What follows belongs to an exercise in optimizing a design on an open flow for small area, a short achievable clock period and few clock cycles; a production flow would make more cautious choices. In this exercise RTL edits were held to simulation tests only and were not proved equivalent to the original. Power is estimated from default activity; no workload was simulated.

[design/flow/flow/run.sh]
#!/bin/bash
# Layout flow: the standard ORFS flow (standard.sh), with the timing
# repair asked to leave extra setup slack, so that the layout's paths are
# repaired well below the design's clock period. The constraints (clock
# period, I/O delays, loads) are the design's own and are not changed.
set -euo pipefail
MARGIN=${SETUP_MARGIN_NS:-10.4}
bash standard.sh SETUP_SLACK_MARGIN=$MARGIN finish > orfs_make.log 2>&1
[design/flow/standard.sh]
#!/bin/bash
# synth_recipe.tcl (not shown) runs the flow's synth.tcl, then flattens the netlist and writes it again
# the make line also repeats each setting of config.mk as NAME=value (left out here)
make -C /OpenROAD-flow-scripts/flow DESIGN_CONFIG=/design/flow/config.mk WORK_HOME=/design/flow/orfs CLKGATE_MAP_FILE= SYNTH_SCRIPT=/design/flow/synth_recipe.tcl "${@:-finish}"
[design/flow/config.mk]
export PLATFORM = sky130hd
export DESIGN_NAME = morse_keyer
export DESIGN_NICKNAME = morse_keyer
export VERILOG_FILES = /design/flow/design.v
export SDC_FILE = /design/flow/constraint.sdc
export NUM_CORES = 4
export LEC_CHECK = 0
export CAP_MARGIN = 20
export CORE_MARGIN = 2
export CORE_UTILIZATION = 60
export CTS_CLUSTER_DIAMETER = 100
export CTS_CLUSTER_SIZE = 25
export SLEW_MARGIN = 20
[design/flow/constraint.sdc]
create_clock -name core_clock -period 15.0 [get_ports {clk}]
set_input_delay 3.0000 -clock core_clock [delete_from_list [all_inputs] [get_ports {clk}]]
set_output_delay 3.0000 -clock core_clock [all_outputs]
set_load 0.01 [all_outputs]
[design/flow/design.v]
module morse_keyer (
    input  wire        clk,
    input  wire        rst,           
    input  wire        cmd_valid,
    input  wire [7:0]  cmd_data,
    output wire        cmd_ready,
    output reg         rsp_valid,
    output reg  [7:0]  rsp_code,
    output reg  [31:0] rsp_value,
    output wire        tx_out,
    output wire        ind_out,
    output wire        transmit,
    output wire        busy,
    output wire [3:0]  key_state
);
    localparam [7:0] OP_TICK      = 8'h01;
    localparam [7:0] OP_CONFIGURE = 8'h02;
    localparam [7:0] OP_SEND      = 8'h03;
    localparam [7:0] OP_RESET     = 8'h04;
    localparam [7:0] OP_SET_PRE   = 8'h05;
    localparam [7:0] OP_SET_DUAL  = 8'h06;
    localparam [7:0] OP_SET_TXEN  = 8'h07;
    localparam [7:0] OP_SET_REP   = 8'h08;
    localparam [7:0] OP_READ      = 8'h09;
    localparam [7:0] OP_LOOKUP    = 8'h0A;
    localparam [7:0] RC_OK          = 8'd0;
    localparam [7:0] RC_TOO_LONG    = 8'd1;
    localparam [7:0] RC_BAD_SPEED   = 8'd2;
    localparam [7:0] RC_NOT_ENC     = 8'd3;
    localparam [7:0] RC_BAD_OPERAND = 8'd4;
    localparam [7:0] RC_ILLEGAL_OP  = 8'd5;
    localparam [3:0] S_IDLE     = 4'd0;
    localparam [3:0] S_PREAMBLE = 4'd1;
    localparam [3:0] S_DIT      = 4'd2;
    localparam [3:0] S_DAH      = 4'd3;
    localparam [3:0] S_DITDLY   = 4'd4;
    localparam [3:0] S_DAHDLY   = 4'd5;
    localparam [3:0] S_CHARGAP  = 4'd6;
    localparam [3:0] S_WORDGAP  = 4'd7;
    localparam [3:0] S_REPEAT   = 4'd8;
    localparam [3:0] S_EOM      = 4'd9;
    localparam [7:0] EOC       = 8'h7F;
    localparam [7:0] WORDSPACE = 8'hFF;
    localparam integer TS = 17;
    localparam integer TN = 15;
    localparam integer WK = 4;           
    localparam integer LW = 5;            
    localparam integer HW = 4;            
    localparam [LW-1:0] LO_TOP = TS - 1;
    localparam [HW-1:0] HI_TOP = TN - 1;
    function [7:0] rom_byte;
        input [5:0] idx;
        begin
            case (idx)
                6'd0:  rom_byte = 8'hFF;  
                6'd1:  rom_byte = 8'hAD;  
                6'd2:  rom_byte = 8'h49;  
                6'd3:  rom_byte = 8'h7F;  
                6'd4:  rom_byte = 8'h12;  
                6'd5:  rom_byte = 8'h7F;  
                6'd6:  rom_byte = 8'h43;  
                6'd7:  rom_byte = 8'h79;  
                6'd8:  rom_byte = 8'hB3;  
                6'd9:  rom_byte = 8'hB5;  
                6'd10: rom_byte = 8'h7F;  
                6'd11: rom_byte = 8'h53;  
                6'd12: rom_byte = 8'hCD;  
                6'd13: rom_byte = 8'h85;  
                6'd14: rom_byte = 8'h55;  
                6'd15: rom_byte = 8'h93;  
                6'd16: rom_byte = 8'hFB;  
                6'd17: rom_byte = 8'h7B;  
                6'd18: rom_byte = 8'h3B;  
                6'd19: rom_byte = 8'h1B;  
                6'd20: rom_byte = 8'h0B;  
                6'd21: rom_byte = 8'h03;  
                6'd22: rom_byte = 8'h83;  
                6'd23: rom_byte = 8'hC3;  
                6'd24: rom_byte = 8'hE3;  
                6'd25: rom_byte = 8'hF3;  
                6'd26: rom_byte = 8'hE1;  
                6'd27: rom_byte = 8'hA9;  
                6'd28: rom_byte = 8'h7F;  
                6'd29: rom_byte = 8'h8B;  
                6'd30: rom_byte = 8'h7F;  
                6'd31: rom_byte = 8'h31;  
                6'd32: rom_byte = 8'h69;  
                6'd33: rom_byte = 8'h5F;  
                6'd34: rom_byte = 8'h87;  
                6'd35: rom_byte = 8'hA7;  
                6'd36: rom_byte = 8'h8F;  
                6'd37: rom_byte = 8'h3F;  
                6'd38: rom_byte = 8'h27;  
                6'd39: rom_byte = 8'hCF;  
                6'd40: rom_byte = 8'h07;  
                6'd41: rom_byte = 8'h1F;  
                6'd42: rom_byte = 8'h77;  
                6'd43: rom_byte = 8'hAF;  
                6'd44: rom_byte = 8'h47;  
                6'd45: rom_byte = 8'hDF;  
                6'd46: rom_byte = 8'h9F;  
                6'd47: rom_byte = 8'hEF;  
                6'd48: rom_byte = 8'h67;  
                6'd49: rom_byte = 8'hD7;  
                6'd50: rom_byte = 8'h4F;  
                6'd51: rom_byte = 8'h0F;  
                6'd52: rom_byte = 8'hBF;  
                6'd53: rom_byte = 8'h2F;  
                6'd54: rom_byte = 8'h17;  
                6'd55: rom_byte = 8'h6F;  
                6'd56: rom_byte = 8'h97;  
                6'd57: rom_byte = 8'hB7;  
                6'd58: rom_byte = 8'hC7;  
                6'd59: rom_byte = 8'h7F;  
                6'd60: rom_byte = 8'h7F;  
                6'd61: rom_byte = 8'h7F;  
                6'd62: rom_byte = 8'h7F;  
                default: rom_byte = 8'h35;  
            endcase
        end
    endfunction
    function [5:0] char_idx;
        input [7:0] c;
        begin
            if (!c[7] && (c[6] != c[5]))
                char_idx = {c[6], c[4:0]};
            else
                char_idx = 6'd3;
        end
    endfunction
    reg [31:0] tick_q;
    reg [31:0] rem_q;         
    reg [15:0] unit_q;
    reg [31:0] wpm_q;
    reg [3:0]  state_q;
    reg [7:0]  msg_len_q;
    reg [7:0]  cursor_q;
    reg [7:0]  chars_q;
    reg [7:0]  stream_q;
    reg        started_q;
    reg        busy_q;
    reg        pre_en_q;
    reg        dual_q;
    reg        txen_q;
    reg [7:0]  repeat_q;
    reg transmit_q, tx_out_q, ind_out_q;
    assign transmit  = transmit_q;
    assign tx_out    = tx_out_q;
    assign ind_out   = ind_out_q;
    assign busy      = busy_q;
    assign key_state = state_q;
    reg rst_q;
    always @(posedge clk) rst_q <= rst;
    reg  [7:0] b0_q, b1_q;
    reg        v0_q, v1_q;
    wire       stall;
    wire       take = v0_q & ~stall;       
    wire       byte_in = cmd_valid & ~v1_q & ~rst_q;
    assign cmd_ready = ~v1_q & ~rst_q;
    always @(posedge clk) begin
        if (rst_q) begin
            v0_q <= 1'b0;
            v1_q <= 1'b0;
        end else if (!v0_q || take) begin
            if (v1_q) begin
                b0_q <= b1_q;
                v0_q <= 1'b1;
                v1_q <= 1'b0;
            end else begin
                b0_q <= cmd_data;
                v0_q <= byte_in;
            end
        end else if (!v1_q) begin
            b1_q <= cmd_data;
            v1_q <= byte_in;
        end
    end
    localparam [1:0] R_OP   = 2'd0;
    localparam [1:0] R_ARG  = 2'd1;
    localparam [1:0] R_TEXT = 2'd2;
    localparam [1:0] R_SKIP = 2'd3;
    reg [1:0]  rx_q;
    reg [7:0]  op_q;
    reg [1:0]  acnt_q;        
    reg [15:0] tcnt_q;        
    reg [7:0]  tidx_q;        
    reg        tnul_q;        
    function [2:0] arg_len;
        input [7:0] op;
        begin
            case (op)
                OP_CONFIGURE: arg_len = 3'd4;
                OP_SEND:      arg_len = 3'd2;
                OP_SET_PRE, OP_SET_DUAL, OP_SET_TXEN,
                OP_SET_REP, OP_READ, OP_LOOKUP: arg_len = 3'd1;
                default:      arg_len = 3'd0;
            endcase
        end
    endfunction
    wire        at_op    = (rx_q == R_OP);
    wire        last_arg = (rx_q == R_ARG) && (acnt_q == 2'd0);
    wire [15:0] send_n   = {b0_q, tcnt_q[7:0]};    
    wire        last_txt = ((rx_q == R_TEXT) || (rx_q == R_SKIP)) && (tcnt_q == 16'd1);
    wire ex_op   = at_op && (arg_len(b0_q) == 3'd0);
    wire ex_arg  = last_arg && ((op_q != OP_SEND) || (send_n == 16'd0));
    wire ex_any  = ex_op || ex_arg || last_txt;
    wire [7:0] ex_code = at_op ? b0_q : op_q;
    wire is_tick = at_op && (b0_q == OP_TICK);
    wire is_conf = at_op && (b0_q == OP_CONFIGURE);
    wire is_read = last_arg && (op_q == OP_READ);
    wire txt_byte = (rx_q == R_TEXT);
    wire text_wr  = txt_byte && !tnul_q && (b0_q != 8'd0);
    reg [6*255-1:0] ring_q;
    reg [HW-1:0] d0_hi;
    reg [LW-1:0] d0_lo;
    reg [HW-1:0] df_hi;  reg [LW-1:0] df_lo;
    reg       wfirst_q;       
    wire      d0_lo_z = (d0_lo == {LW{1'b0}});
    wire      df_lo_z = (df_lo == {LW{1'b0}});
    wire [HW-1:0] d0_hi_dec = (d0_hi == {HW{1'b0}}) ? HI_TOP : d0_hi - 1'b1;
    wire [HW-1:0] df_hi_dec = (df_hi == {HW{1'b0}}) ? HI_TOP : df_hi - 1'b1;
    wire [HW-1:0] d0_hi_nx = d0_lo_z ? d0_hi_dec : d0_hi;
    wire [LW-1:0] d0_lo_nx = d0_lo_z ? LO_TOP : d0_lo - 1'b1;
    wire [LW:0]   dk_lo_s  = {1'b0, d0_lo_nx} + WK;
    wire          dk_wrap  = (dk_lo_s >= TS);
    wire [LW-1:0] dk_lo    = dk_wrap ? dk_lo_s - TS : dk_lo_s[LW-1:0];
    wire [HW-1:0] dk_hi    = !dk_wrap ? d0_hi_nx : (d0_hi_nx == HI_TOP) ? {HW{1'b0}} : d0_hi_nx + 1'b1;
    reg [8*WK-1:0] win_q;      
    reg [WK-1:0]   wval_q;     
    reg [7:0]      wf_q;       
    wire       w_complete = (wf_q == msg_len_q);
    wire [7:0] c0 = win_q[7:0];
    wire [7:0] c1 = win_q[15:8];
    wire       ae0 = w_complete && !wval_q[0];
    wire       ae1 = w_complete && wval_q[0] && !wval_q[1];
    wire       w_ok = w_complete || wval_q[1];
    reg [5:0] tap_idx;
    integer ti;
    always @* begin
        tap_idx = 6'd0;
        for (ti = 0; ti < TN; ti = ti + 1)
            if (df_hi == ti[HW-1:0])
                tap_idx = ring_q[6*TS*ti +: 6];
    end
    wire [7:0] tap_code = rom_byte(tap_idx);
    reg loading_q;            
    wire [18:0] u1 = {3'd0, unit_q - 16'd1};
    wire [18:0] u3 = {1'b0, unit_q, 2'b00} + ~{3'd0, unit_q};
    wire [18:0] u7 = {unit_q, 3'b000} + ~{3'd0, unit_q};
    wire [4:0]  rep_m     = (repeat_q > 8'd30) ? 5'd30 : repeat_q[4:0];
    reg  [20:0] rep_ticks;
    always @* begin
        case (rep_m)
            5'd0:  rep_ticks = 21'd0;
            5'd1:  rep_ticks = 21'd59999;
            5'd2:  rep_ticks = 21'd119999;
            5'd3:  rep_ticks = 21'd179999;
            5'd4:  rep_ticks = 21'd239999;
            5'd5:  rep_ticks = 21'd299999;
            5'd6:  rep_ticks = 21'd359999;
            5'd7:  rep_ticks = 21'd419999;
            5'd8:  rep_ticks = 21'd479999;
            5'd9:  rep_ticks = 21'd539999;
            5'd10: rep_ticks = 21'd599999;
            5'd11: rep_ticks = 21'd659999;
            5'd12: rep_ticks = 21'd719999;
            5'd13: rep_ticks = 21'd779999;
            5'd14: rep_ticks = 21'd839999;
            5'd15: rep_ticks = 21'd899999;
            5'd16: rep_ticks = 21'd959999;
            5'd17: rep_ticks = 21'd1019999;
            5'd18: rep_ticks = 21'd1079999;
            5'd19: rep_ticks = 21'd1139999;
            5'd20: rep_ticks = 21'd1199999;
            5'd21: rep_ticks = 21'd1259999;
            5'd22: rep_ticks = 21'd1319999;
            5'd23: rep_ticks = 21'd1379999;
            5'd24: rep_ticks = 21'd1439999;
            5'd25: rep_ticks = 21'd1499999;
            5'd26: rep_ticks = 21'd1559999;
            5'd27: rep_ticks = 21'd1619999;
            5'd28: rep_ticks = 21'd1679999;
            default: rep_ticks = 21'd1739999;    
        endcase
        if (repeat_q >= 8'd30) rep_ticks = 21'd1799999;
    end
    reg         rep_ge_q;
    reg         pstale_q;
    wire [20:0] rep_dur   = rep_ge_q ? rep_ticks : {2'd0, u7};
    wire        rep_zero  = (repeat_q == 8'd0);
    reg         exp_q;        
    reg [3:0]  n_state;
    reg [7:0]  n_stream;
    reg        n_started;
    reg        n_busy;
    reg        n_pre_en;
    reg        n_len_clr;
    reg        n_cur_clr;
    reg [1:0]  n_cur_inc;
    reg        n_chars_inc;
    reg        n_chars_clr;
    reg [1:0]  n_dsel;        
    reg        n_enter;
    reg        n_rewind;      
    reg        n_wclr;
    reg        do_decide;
    reg        do_fetch;
    reg        do_element;
    always @* begin
        n_state     = state_q;
        n_stream    = stream_q;
        n_started   = started_q;
        n_busy      = busy_q;
        n_pre_en    = pre_en_q;
        n_len_clr   = 1'b0;
        n_cur_clr   = 1'b0;
        n_cur_inc   = 2'd0;
        n_chars_inc = 1'b0;
        n_chars_clr = 1'b0;
        n_dsel      = 2'd0;
        n_enter     = 1'b0;
        n_rewind    = 1'b0;
        n_wclr      = 1'b0;
        do_decide   = 1'b0;
        do_fetch    = 1'b0;
        do_element  = 1'b0;
        if (state_q == S_IDLE) begin
            do_decide = busy_q & txen_q;
        end else if (exp_q) begin
            case (state_q)
                S_PREAMBLE: begin
                    n_pre_en  = 1'b0;
                    do_decide = txen_q;
                    if (!txen_q) n_state = S_IDLE;
                end
                S_DIT, S_DAH: begin
                    if (stream_q != EOC) begin
                        n_state = (state_q == S_DIT) ? S_DITDLY : S_DAHDLY;
                        n_dsel  = 2'd0;
                        n_enter = 1'b1;
                    end else begin
                        n_chars_inc = 1'b1;
                        if (ae1) begin
                            n_cur_inc = 2'd1;
                            if (rep_zero) begin
                                n_state = S_EOM;
                                n_dsel  = 2'd2;
                            end else begin
                                n_state  = S_REPEAT;
                                n_dsel   = 2'd3;
                                n_rewind = 1'b1;
                            end
                            n_enter = 1'b1;
                        end else if (c1 == WORDSPACE) begin
                            n_cur_inc = 2'd2;
                            n_state   = S_WORDGAP;
                            n_dsel    = 2'd2;
                            n_enter   = 1'b1;
                        end else begin
                            n_cur_inc = 2'd1;
                            n_state   = S_CHARGAP;
                            n_dsel    = 2'd1;
                            n_enter   = 1'b1;
                        end
                    end
                end
                S_DITDLY, S_DAHDLY, S_CHARGAP, S_WORDGAP: begin
                    do_decide = txen_q;
                    if (!txen_q) n_state = S_IDLE;
                end
                S_EOM: begin
                    n_len_clr   = 1'b1;
                    n_cur_clr   = 1'b1;
                    n_chars_clr = 1'b1;
                    n_stream    = EOC;
                    n_started   = 1'b0;
                    n_busy      = 1'b0;
                    n_state     = S_IDLE;
                    n_wclr      = 1'b1;
                end
                S_REPEAT: begin
                    n_cur_clr   = 1'b1;
                    n_chars_clr = 1'b1;
                    n_stream    = EOC;
                    n_started   = 1'b0;
                    do_decide   = txen_q;
                    if (!txen_q) n_state = S_IDLE;
                end
                default: ;
            endcase
        end
        if (do_decide) begin
            if (!n_started) begin
                n_started = 1'b1;
                if (n_pre_en) begin
                    n_state = S_PREAMBLE;
                    n_dsel  = 2'd2;
                    n_enter = 1'b1;
                end else begin
                    do_fetch = 1'b1;
                end
            end else if (n_stream == EOC) begin
                do_fetch = 1'b1;
            end else begin
                do_element = 1'b1;
            end
        end
        if (do_fetch) begin
            if (ae0) begin
                if (rep_zero) begin
                    n_state = S_EOM;
                    n_dsel  = 2'd2;
                end else begin
                    n_state  = S_REPEAT;
                    n_dsel   = 2'd3;
                    n_rewind = 1'b1;
                end
                n_enter = 1'b1;
            end else if (c0 == WORDSPACE) begin
                n_cur_inc = 2'd1;
                n_stream  = EOC;
                n_state   = S_WORDGAP;
                n_dsel    = 2'd2;
                n_enter   = 1'b1;
            end else if (c0 == EOC) begin
                n_cur_inc = 2'd1;
                n_stream  = EOC;
                n_state   = S_IDLE;
            end else begin
                n_stream   = c0;
                do_element = 1'b1;
            end
        end
        if (do_element) begin
            n_state  = n_stream[7] ? S_DAH : S_DIT;
            n_dsel   = n_stream[7] ? 2'd1 : 2'd0;
            n_enter  = 1'b1;
            n_stream = {n_stream[6:0], 1'b1};
        end
    end
    reg [20:0] n_dur;
    always @* begin
        case (n_dsel)
            2'd0: n_dur = {2'd0, u1};
            2'd1: n_dur = {2'd0, u3};
            2'd2: n_dur = {2'd0, u7};
            default: n_dur = rep_dur;
        endcase
    end
    wire tick_needs_win = (state_q == S_IDLE) || exp_q;
    wire [31:0] cw      = {b0_q, div_r_q[23:0]};    
    wire        f_sign  = cw[31];
    wire [7:0]  f_exp   = cw[30:23];
    wire [22:0] f_frac  = cw[22:0];
    wire        f_invalid = ((f_exp == 8'hFF) && (f_frac != 23'd0)) || f_sign ||
                            ((f_exp == 8'd0) && (f_frac == 23'd0));
    wire        f_zero_q  = (f_exp >= 8'd150);
    wire        f_sat     = (f_exp <= 8'd119);
    wire [4:0]  f_k       = 8'd150 - f_exp;             
    wire [40:0] f_num     = 41'd1200 << f_k;
    reg         div_busy_q;
    reg         div_first_q;      
    reg [4:0]   div_cnt_q;
    reg [24:0]  div_r_q;
    reg [15:0]  div_n_q;          
    wire [23:0] div_m    = {1'b1, wpm_q[22:0]};
    wire [24:0] div_t    = div_first_q ? div_r_q : {div_r_q[23:0], div_n_q[15]};
    wire [25:0] div_sub  = {1'b0, div_t} - {2'b0, div_m};
    wire        div_ge   = !div_sub[25];
    wire [24:0] div_diff = div_sub[24:0];
    wire [15:0] div_quo  = {div_n_q[14:0], div_ge};
    wire text_slot_ok = wfirst_q || (df_hi == {HW{1'b0}} && df_lo_z);
    assign stall = (is_tick && (div_busy_q || pstale_q || (tick_needs_win && !w_ok))) ||
                   ((is_conf || is_read) && div_busy_q) ||
                   (text_wr && !text_slot_ok);
    wire do_tick = take && is_tick;
    wire do_ex   = take && ex_any;
    wire [31:0] end_tick = tick_q + rem_q;
    wire [31:0] status_word = {20'd0, state_q, 1'b0, txen_q, dual_q, pre_en_q,
                               tx_out, ind_out, transmit, busy_q};
    reg  [31:0] read_val;
    always @* begin
        case (b0_q[3:0])
            4'd0: read_val = status_word;
            4'd1: read_val = tick_q;
            4'd2: read_val = {24'd0, chars_q};
            4'd3: read_val = {16'd0, unit_q};
            4'd4: read_val = wpm_q;
            4'd5: read_val = {24'd0, repeat_q};
            4'd6: read_val = {24'd0, cursor_q};
            4'd7: read_val = {24'd0, msg_len_q};
            4'd8: read_val = end_tick;
            default: read_val = {23'd0, started_q, stream_q};
        endcase
    end
    wire        wr_char  = take && text_wr;
    wire [5:0]  wr_idx   = char_idx(b0_q);
    wire [7:0]  wr_code  = rom_byte(wr_idx);
    wire [7:0]  lookup_b = wr_code;      
    wire [1:0]  w_shift  = do_tick ? n_cur_inc : 2'd0;
    wire [WK-1:0] wval_sh = (w_shift == 2'd1) ? (wval_q >> 1) :
                            (w_shift == 2'd2) ? (wval_q >> 2) : wval_q;
    wire        tap_cap  = !loading_q && df_lo_z && !w_complete && !wval_q[WK-1];
    wire [WK-1:0] cap_pos = wval_sh ^ {wval_sh[WK-2:0], 1'b1};    
    reg  [8*WK-1:0] win_sh;
    always @* begin
        case (w_shift)
            2'd1:    win_sh = win_q >> 8;
            2'd2:    win_sh = win_q >> 16;
            default: win_sh = win_q;
        endcase
    end
    wire ex_send  = do_ex && (ex_code == OP_SEND) && (rx_q != R_SKIP);
    wire ex_reset = do_ex && (ex_code == OP_RESET);
    wire ex_txen  = do_ex && (ex_code == OP_SET_TXEN) && (b0_q <= 8'd1);
    wire ex_dual  = do_ex && (ex_code == OP_SET_DUAL) && (b0_q <= 8'd1);
    wire [3:0] state_d = do_tick ? n_state : (ex_send || ex_reset) ? S_IDLE : state_q;
    wire       busy_d  = do_tick ? n_busy : ex_send ? 1'b1 : ex_reset ? 1'b0 : busy_q;
    wire       txen_d  = ex_txen ? b0_q[0] : txen_q;
    wire       dual_d  = ex_dual ? b0_q[0] : dual_q;
    wire       kdown_d = (state_d == S_PREAMBLE) || (state_d == S_DIT) || (state_d == S_DAH);
    wire       trans_d = kdown_d & txen_d;
    always @(posedge clk) begin
        ring_q <= {(wr_char ? wr_idx : ring_q[5:0]), ring_q[6*255-1:6]};
    end
    integer wi;
    always @(posedge clk) begin
        if (rst_q) begin
            transmit_q <= 1'b0;
            tx_out_q   <= 1'b0;
            ind_out_q  <= 1'b0;
            exp_q      <= 1'b1;
            pstale_q   <= 1'b1;
            rx_q       <= R_OP;
            loading_q  <= 1'b0;
            wfirst_q   <= 1'b1;
            d0_hi      <= {HW{1'b0}};
            d0_lo      <= {LW{1'b0}};
            df_hi      <= {HW{1'b0}};
            df_lo      <= {LW{1'b0}};
            wval_q     <= {WK{1'b0}};
            wf_q       <= 8'd0;
            div_busy_q <= 1'b0;
            rsp_valid  <= 1'b0;
            tick_q     <= 32'd0;
            rem_q      <= 32'd0;
            unit_q     <= 16'd60;
            wpm_q      <= 32'h41A00000;
            state_q    <= S_IDLE;
            msg_len_q  <= 8'd0;
            cursor_q   <= 8'd0;
            chars_q    <= 8'd0;
            stream_q   <= EOC;
            started_q  <= 1'b0;
            busy_q     <= 1'b0;
            pre_en_q   <= 1'b0;
            dual_q     <= 1'b0;
            txen_q     <= 1'b1;
            repeat_q   <= 8'd0;
        end else begin
            state_q    <= state_d;
            busy_q     <= busy_d;
            txen_q     <= txen_d;
            dual_q     <= dual_d;
            transmit_q <= trans_d;
            tx_out_q   <= dual_d ? (busy_d & txen_d & (state_d != S_REPEAT)) : trans_d;
            ind_out_q  <= dual_d ? busy_d : trans_d;
            rep_ge_q   <= rep_ticks > {2'd0, u7};
            pstale_q   <= 1'b0;
            if (do_tick)
                exp_q <= n_enter ? ((n_dsel == 2'd0) && (unit_q == 16'd1)) : (rem_q == 32'd1);
            d0_lo <= d0_lo_nx;
            d0_hi <= d0_hi_nx;
            win_q  <= win_sh;
            wval_q <= wval_sh;
            if (df_lo_z) df_hi <= df_hi_dec;
            df_lo <= df_lo_z ? LO_TOP : df_lo - 1'b1;
            if (tap_cap) begin
                for (wi = 0; wi < WK; wi = wi + 1)
                    if (cap_pos[wi]) win_q[8*wi +: 8] <= tap_code;
                wval_q <= {wval_sh[WK-2:0], 1'b1};
                wf_q   <= wf_q + 8'd1;
                df_hi  <= df_hi;
                df_lo  <= df_lo;
            end
            rsp_valid <= 1'b0;
            if (div_busy_q) begin
                div_first_q <= 1'b0;
                if (div_first_q) begin
                    if (div_ge) begin
                        unit_q     <= 16'hFFFF;
                        div_busy_q <= 1'b0;
                        pstale_q   <= 1'b1;
                    end
                end else begin
                    div_r_q   <= div_ge ? div_diff : div_t;
                    div_n_q   <= div_quo;
                    div_cnt_q <= div_cnt_q - 5'd1;
                    if (div_cnt_q == 5'd1) begin
                        div_busy_q <= 1'b0;
                        pstale_q   <= 1'b1;
                        unit_q     <= (div_quo == 16'd0) ? 16'd1 : div_quo;
                    end
                end
            end
            if (take) begin
                case (rx_q)
                    R_OP: begin
                        op_q   <= b0_q;
                        acnt_q <= arg_len(b0_q) - 3'd1;
                        if (arg_len(b0_q) != 3'd0) rx_q <= R_ARG;
                    end
                    R_ARG: begin
                        tcnt_q[7:0] <= b0_q;
                        if (op_q == OP_CONFIGURE) div_r_q[23:0] <= {b0_q, div_r_q[23:8]};
                        acnt_q <= acnt_q - 2'd1;
                        if (acnt_q == 2'd0) begin
                            rx_q <= R_OP;
                            if (op_q == OP_SEND) begin
                                tcnt_q <= send_n;
                                tidx_q <= 8'd0;
                                tnul_q <= 1'b0;
                                if (send_n > 16'd255) begin
                                    rx_q <= R_SKIP;
                                end else if (send_n != 16'd0) begin
                                    rx_q      <= R_TEXT;
                                    loading_q <= 1'b1;
                                    wfirst_q  <= 1'b1;
                                    wval_q    <= {WK{1'b0}};
                                    wf_q      <= 8'd0;
                                end
                            end
                        end
                    end
                    default: begin    
                        tcnt_q <= tcnt_q - 16'd1;
                        if (tcnt_q == 16'd1) rx_q <= R_OP;
                        if (b0_q == 8'd0) tnul_q <= 1'b1;
                        if (text_wr) begin
                            tidx_q   <= tidx_q + 8'd1;
                            wfirst_q <= 1'b0;
                            df_hi    <= {HW{1'b0}};
                            df_lo    <= {LW{1'b0}};
                            if (wfirst_q) begin
                                d0_hi <= HI_TOP;
                                d0_lo <= LO_TOP;
                            end
                            if (tidx_q < WK) begin
                                for (wi = 0; wi < WK; wi = wi + 1)
                                    if (tidx_q == wi[7:0]) win_q[8*wi +: 8] <= wr_code;
                                wval_q <= {wval_q[WK-2:0], 1'b1};
                                wf_q   <= tidx_q + 8'd1;
                            end
                        end
                    end
                endcase
            end
            if (do_ex) begin
                rsp_valid <= !rst;
                rsp_code  <= RC_OK;
                rsp_value <= 32'd0;
                case (ex_code)
                    OP_TICK: begin
                        tick_q    <= tick_q + 32'd1;
                        stream_q  <= n_stream;
                        started_q <= n_started;
                        pre_en_q  <= n_pre_en;
                        cursor_q  <= (n_cur_clr ? 8'd0 : cursor_q) + {6'd0, n_cur_inc};
                        if (n_chars_clr)      chars_q <= 8'd0;
                        else if (n_chars_inc) chars_q <= chars_q + 8'd1;
                        if (n_len_clr) msg_len_q <= 8'd0;
                        rem_q <= n_enter ? {11'd0, n_dur} : rem_q - 32'd1;
                        if (n_wclr) begin
                            wval_q <= {WK{1'b0}};
                            wf_q   <= 8'd0;
                        end
                        if (n_rewind) begin
                            wval_q <= {WK{1'b0}};
                            wf_q   <= 8'd0;
                            df_hi  <= d0_hi_nx;
                            df_lo  <= d0_lo_nx;
                        end
                    end
                    OP_CONFIGURE: begin
                        if (f_invalid) begin
                            rsp_code <= RC_BAD_SPEED;
                        end else begin
                            wpm_q    <= cw;
                            pstale_q <= 1'b1;
                            if (f_zero_q) begin
                                unit_q <= 16'd1;
                            end else if (f_sat) begin
                                unit_q <= 16'hFFFF;
                            end else begin
                                div_busy_q  <= 1'b1;
                                div_first_q <= 1'b1;
                                div_cnt_q   <= 5'd16;
                                div_r_q     <= f_num[40:16];
                                div_n_q     <= f_num[15:0];
                            end
                        end
                    end
                    OP_SEND: begin
                        loading_q <= 1'b0;
                        if (rx_q == R_TEXT && (tidx_q + {7'd0, text_wr}) > WK) begin
                            df_hi <= dk_hi;
                            df_lo <= dk_lo;
                        end
                        if (rx_q == R_SKIP) begin
                            rsp_code <= RC_TOO_LONG;
                        end else begin
                            msg_len_q <= (rx_q == R_TEXT) ? tidx_q + {7'd0, text_wr} : 8'd0;
                            cursor_q  <= 8'd0;
                            chars_q   <= 8'd0;
                            stream_q  <= EOC;
                            started_q <= 1'b0;
                            if (rx_q != R_TEXT) begin
                                wval_q <= {WK{1'b0}};
                                wf_q   <= 8'd0;
                            end
                        end
                    end
                    OP_RESET: begin
                        msg_len_q <= 8'd0;
                        cursor_q  <= 8'd0;
                        chars_q   <= 8'd0;
                        stream_q  <= EOC;
                        started_q <= 1'b0;
                        wval_q    <= {WK{1'b0}};
                        wf_q      <= 8'd0;
                    end
                    OP_SET_PRE, OP_SET_DUAL, OP_SET_TXEN: begin
                        if (b0_q > 8'd1) begin
                            rsp_code <= RC_BAD_OPERAND;
                        end else begin
                            if (op_q == OP_SET_PRE)  pre_en_q <= b0_q[0];
                        end
                    end
                    OP_SET_REP: begin
                        repeat_q <= b0_q;
                        pstale_q <= 1'b1;
                    end
                    OP_READ: begin
                        if (b0_q > 8'd9)
                            rsp_code <= RC_BAD_OPERAND;
                        else
                            rsp_value <= read_val;
                    end
                    OP_LOOKUP: begin
                        if (lookup_b == EOC)
                            rsp_code <= RC_NOT_ENC;
                        else
                            rsp_value <= {24'd0, lookup_b};
                    end
                    default: begin
                        rsp_code <= RC_ILLEGAL_OP;
                    end
                endcase
            end
        end
    end
endmodule
==> notes.md <==
==> timing repair <==
item | 4_1_cts | 5_1_grt
hold buffers | 0 | 0
gates resized for setup | 110 | 64
cloned | 0 | 0
endpoints found under the setup margin | 144 | 131
buffers inserted | 12 | 34
pin swaps | 2 | 12
==> area by class of cell <==
cell class | instances | area (sq um)
Sequential cell | 1904 | 39820
Timing Repair Buffer | 159 | 1311
Inverter | 146 | 565.5
Multi-Input combinational cell | 3058 | 19950
Clock inverter | 16 | 267.8
Tap cell | 1357 | 1698
Antenna cell | 1 | 2.502
Clock buffer | 106 | 2386
Fill cell | 7692 | 34280
==> cell usage in the layout, fill, tap and decap left out, types with 41 or more instances in the layout <==
master,instances
nor2b_1,43
ha_1,162
a22oi_1,57
nand4_1,42
nand3_1,85
nor3_1,123
mux2i_1,65
xnor2_1,107
edfxtp_1,166
dfxtp_1,1719
inv_1,136
a31oi_1,56
xor2_1,66
nand2_1,328
a21oi_1,314
nor2_1,490
o21ai_0,232
a221oi_1,43
buf_4,98
a211oi_1,49
a21o_1,41
clkbuf_16,93
o211ai_1,44
==> stage by stage <==
step	hold slack [ps]	instance area (sq um)	utilization [%]
after floorplan	309.6	60820	-
after global placement	309.5	62600	62.42
after detailed placement	312.1	62610	62.42
after CTS	319.9	65490	65.30
after global routing	330.8	66010	65.81
final	311.9	66010	65.82
==> metal layers <==
layer  up-vias  part of all wire (%)
met5         -                 0.022
met3       333                   7.3
met1     19140                    45
li1      18810                     -
met2      1581                    43
met4         6                   4.6
==> cell usage after synthesis, types with 38 or more instances <==
cell / count
a31oi_1: 62
inv_1: 140
nor2b_1: 45
clkbuf_1: 187
nor4_1: 38
a211oi_1: 51
ha_1: 167
a21o_1: 41
xor2_1: 66
edfxtp_1: 166
nand3_1: 85
dfxtp_1: 1738
nand4_1: 42
a221oi_1: 47
mux2i_1: 65
nand2_1: 330
a21oi_1: 316
xnor2_1: 107
a22oi_1: 57
o21ai_0: 235
o22ai_1: 40
nor2_1: 498
nor3_1: 128
o211ai_1: 44
==> worst min path at each step <==
stage,end,startpoint
finish,ring_q[1298],ring_q[1304]
floorplan,ring_q[0],ring_q[6]
global placement,ring_q[899],ring_q[905]
global route,ring_q[240],ring_q[246]
CTS,ring_q[91],ring_q[97]
detailed placement,ring_q[1242],ring_q[1248]
==> state kept, by name, indices dropped and copies added, names as in the netlist, 16 cells and up, named ones only <==
register   count
ring_q      1530
rem_q         32
rsp_value     32
tick_q        32
win_q         32
wpm_q         32
div_r_q       25
div_n_q       16
tcnt_q        16
unit_q        16
==> cell families after synthesis <==
logic type,after synthesis
DFF,1904
and+or+nand+nor,1412
AOI/OAI and AO/OA,1189
buffers and inverters,380
adders and majority gates,173
xor gates and xnor gates,173
muxes,106
other,1
==> power breakdown <==
group | internal, W | switching, W | total [W]
Combinational | 0.000451 | 0.000810 | 0.00126
Clock | 0.00116 | 0.00157 | 0.00273
Sequential | 0.00516 | 0.0000448 | 0.00520
==> results.yml <==
status:
  status: "finished clean"
setup_path:
  r2r_start: "df_hi[0]"
  crit_slowest_cell: "dfxtp_4"
  max_stage_delay_ps: 480
  cp.arrival_ps: 1550
  crit_chain: "clkdlybuf4s15_2"
  crit_buf_inv: 1
  crit_path_end: "key_state[3]"
  startpoint: "state_q[3]"
  worstPathMaxFanout: 16
  start_kind: "flop"
  required_ps: 12000
  path_delay_family: "flip-flops"
  end_kind: "output port"
  path_depth: 1
  timing.rr.end: "win_q[18]"
  ff2ff_setup_slack_ps: 10560
  r2r_cells: 20
  critPathKind: "flop to output port"
clock_network:
  cts.sinks: 1904
  htreeDepth: 3
  root_buffer: "clkbuf_16"
  clockBufferDepth: 3
  cts_made_buffers: 90
  clk_latency_ps: 730
  clk_pin_slew_ps: 110
  cts_tree: "done"
floorplanning:
  core-area_sq_um: 100300
  die_h_microns: 322.3
  initial_core_util_pct: 60.63
  io_pins: 61
  die_x_microns: 322.3
  dieArea_sq_um: 103900
  rows: 116
routing:
  drc_errors: 0
  drt_iter0_drc: 4464
  num_vias: 39870
  wire_per_inst_microns: 22.73
  dr.pass1.iters: 6
  vias_per_cell: 5.909
  wl_mm: 153.4
  ant_nets: 0
timing:
  max_freq_ghz: 0.2199
  finalSetupViolCount: 0
  finalSetupTns_ps: 0
  slew_headroom_pct: 24.88
  min_period_ps: 4547
  rsz0062_at_grt: "yes"
  timing.final.crit_share_pct: 30.32
  drv_slew: 0
  max_slew.worst_pin.slew_ps: 1111
  fin_skew_ps: 43.81
  hold_viol: 0
  finalWorstSetupSlack_ps: 10450
yosys:
  synth_top_area_share_pct: 57.22
  avgSynthCellArea_sq_um: 11.39
  synthesis.instances: 5338
  synthAdderAreaFrac_pct: 3.618
  ys_warn_count: 1
  synth_xor_area_share_pct: 2.492
  synth_top_flop_cell: "dfxtp_1"
  ys_seq_area_share_pct: 65.42
  synth_top_area_cell: "dfxtp_1"
  syn_area_sq_um: 60800
  ys_ff_latch: 1904
  synth_top_family_by_area: "compound AO/OA/AOI/OAI gates"
  synth.area.top_cells: "dfxtp_1 57%, edfxtp_1 8.2%, ha_1 3.4%"
  synth.mux.area_fraction_pct: 1.852
  synth-edff-count: 166
  synth_compound_area_share_pct: 13.03
  synthSimpleGateAreaFrac_pct: 11.13
  ys_types: 112
  async_flop_share_pct: 0
placed_design:
  dpl.hpwl_mm: 106.5
  place_inst: 6578
  portBuffers: 55
  gp_congestion: 0.9775
  pre_cts_ws_ps: 9202
worst_hold_path:
  hp-class: "flop to flop"
  holdPathStages: 0
finish:
  finalNetCount: 5542
  fin_cells: 6747
  layout-drive-gt1-share_pct: 7.423
  area_delta_synth_final_pct: 8.563
global_route:
  antenna_found_initial: 8
  grt-ovfl-total: 0
  met3_usage_pct: 4.847
  gr-max-usage-layer: "met2"
  grtUsageTotal_pct: 29.06
  grt_use_met1_pct: 41.80
  grt_first_pass_wirelength_mm: 229.8
  globalRouteMet2Util_pct: 43.39
  grt_max_degree: 80
  grt_pass1_vias: 37100
pwr:
  power_w: 0.009196
  cellPowerDensity_nw_per_um2: 139.3
  power.leakage_nw: 25.32
  peakVddDrop_mv: 0.1218
run:
  drv_cap: 0
Testbench counts, summed over its fixed seeds: cycles 144,408.

==> static timing again, ports no longer ideal <==
No port has a modelled driver above. Below, the same layout with a new extraction and two added sets of constraints.
Step 1, drivers: a clkbuf_16 drives clk and a buf_2 each remaining input, both assumed.
Step 2 moves the port delays by t, midway between the first and last clock arrival at a register: inputs arrive t later, outputs are due t later. That takes back most of the time a late clock gives input paths.
a / b / c = no drivers / after step 1 / after step 2; a / b = the first two.
t, ns: 0.783
slack for setup (ns): 10.453 / 10.373 / 10.511
hold WS [ns]: 0.312 / 0.312 / 0.312
worst setup path at the end: input to register
pins driven straight from the clock port: 1
After both steps this run still meets setup and hold. The setup slack of this run moves by -0.080 ns with the drivers and by +0.058 ns with both steps.
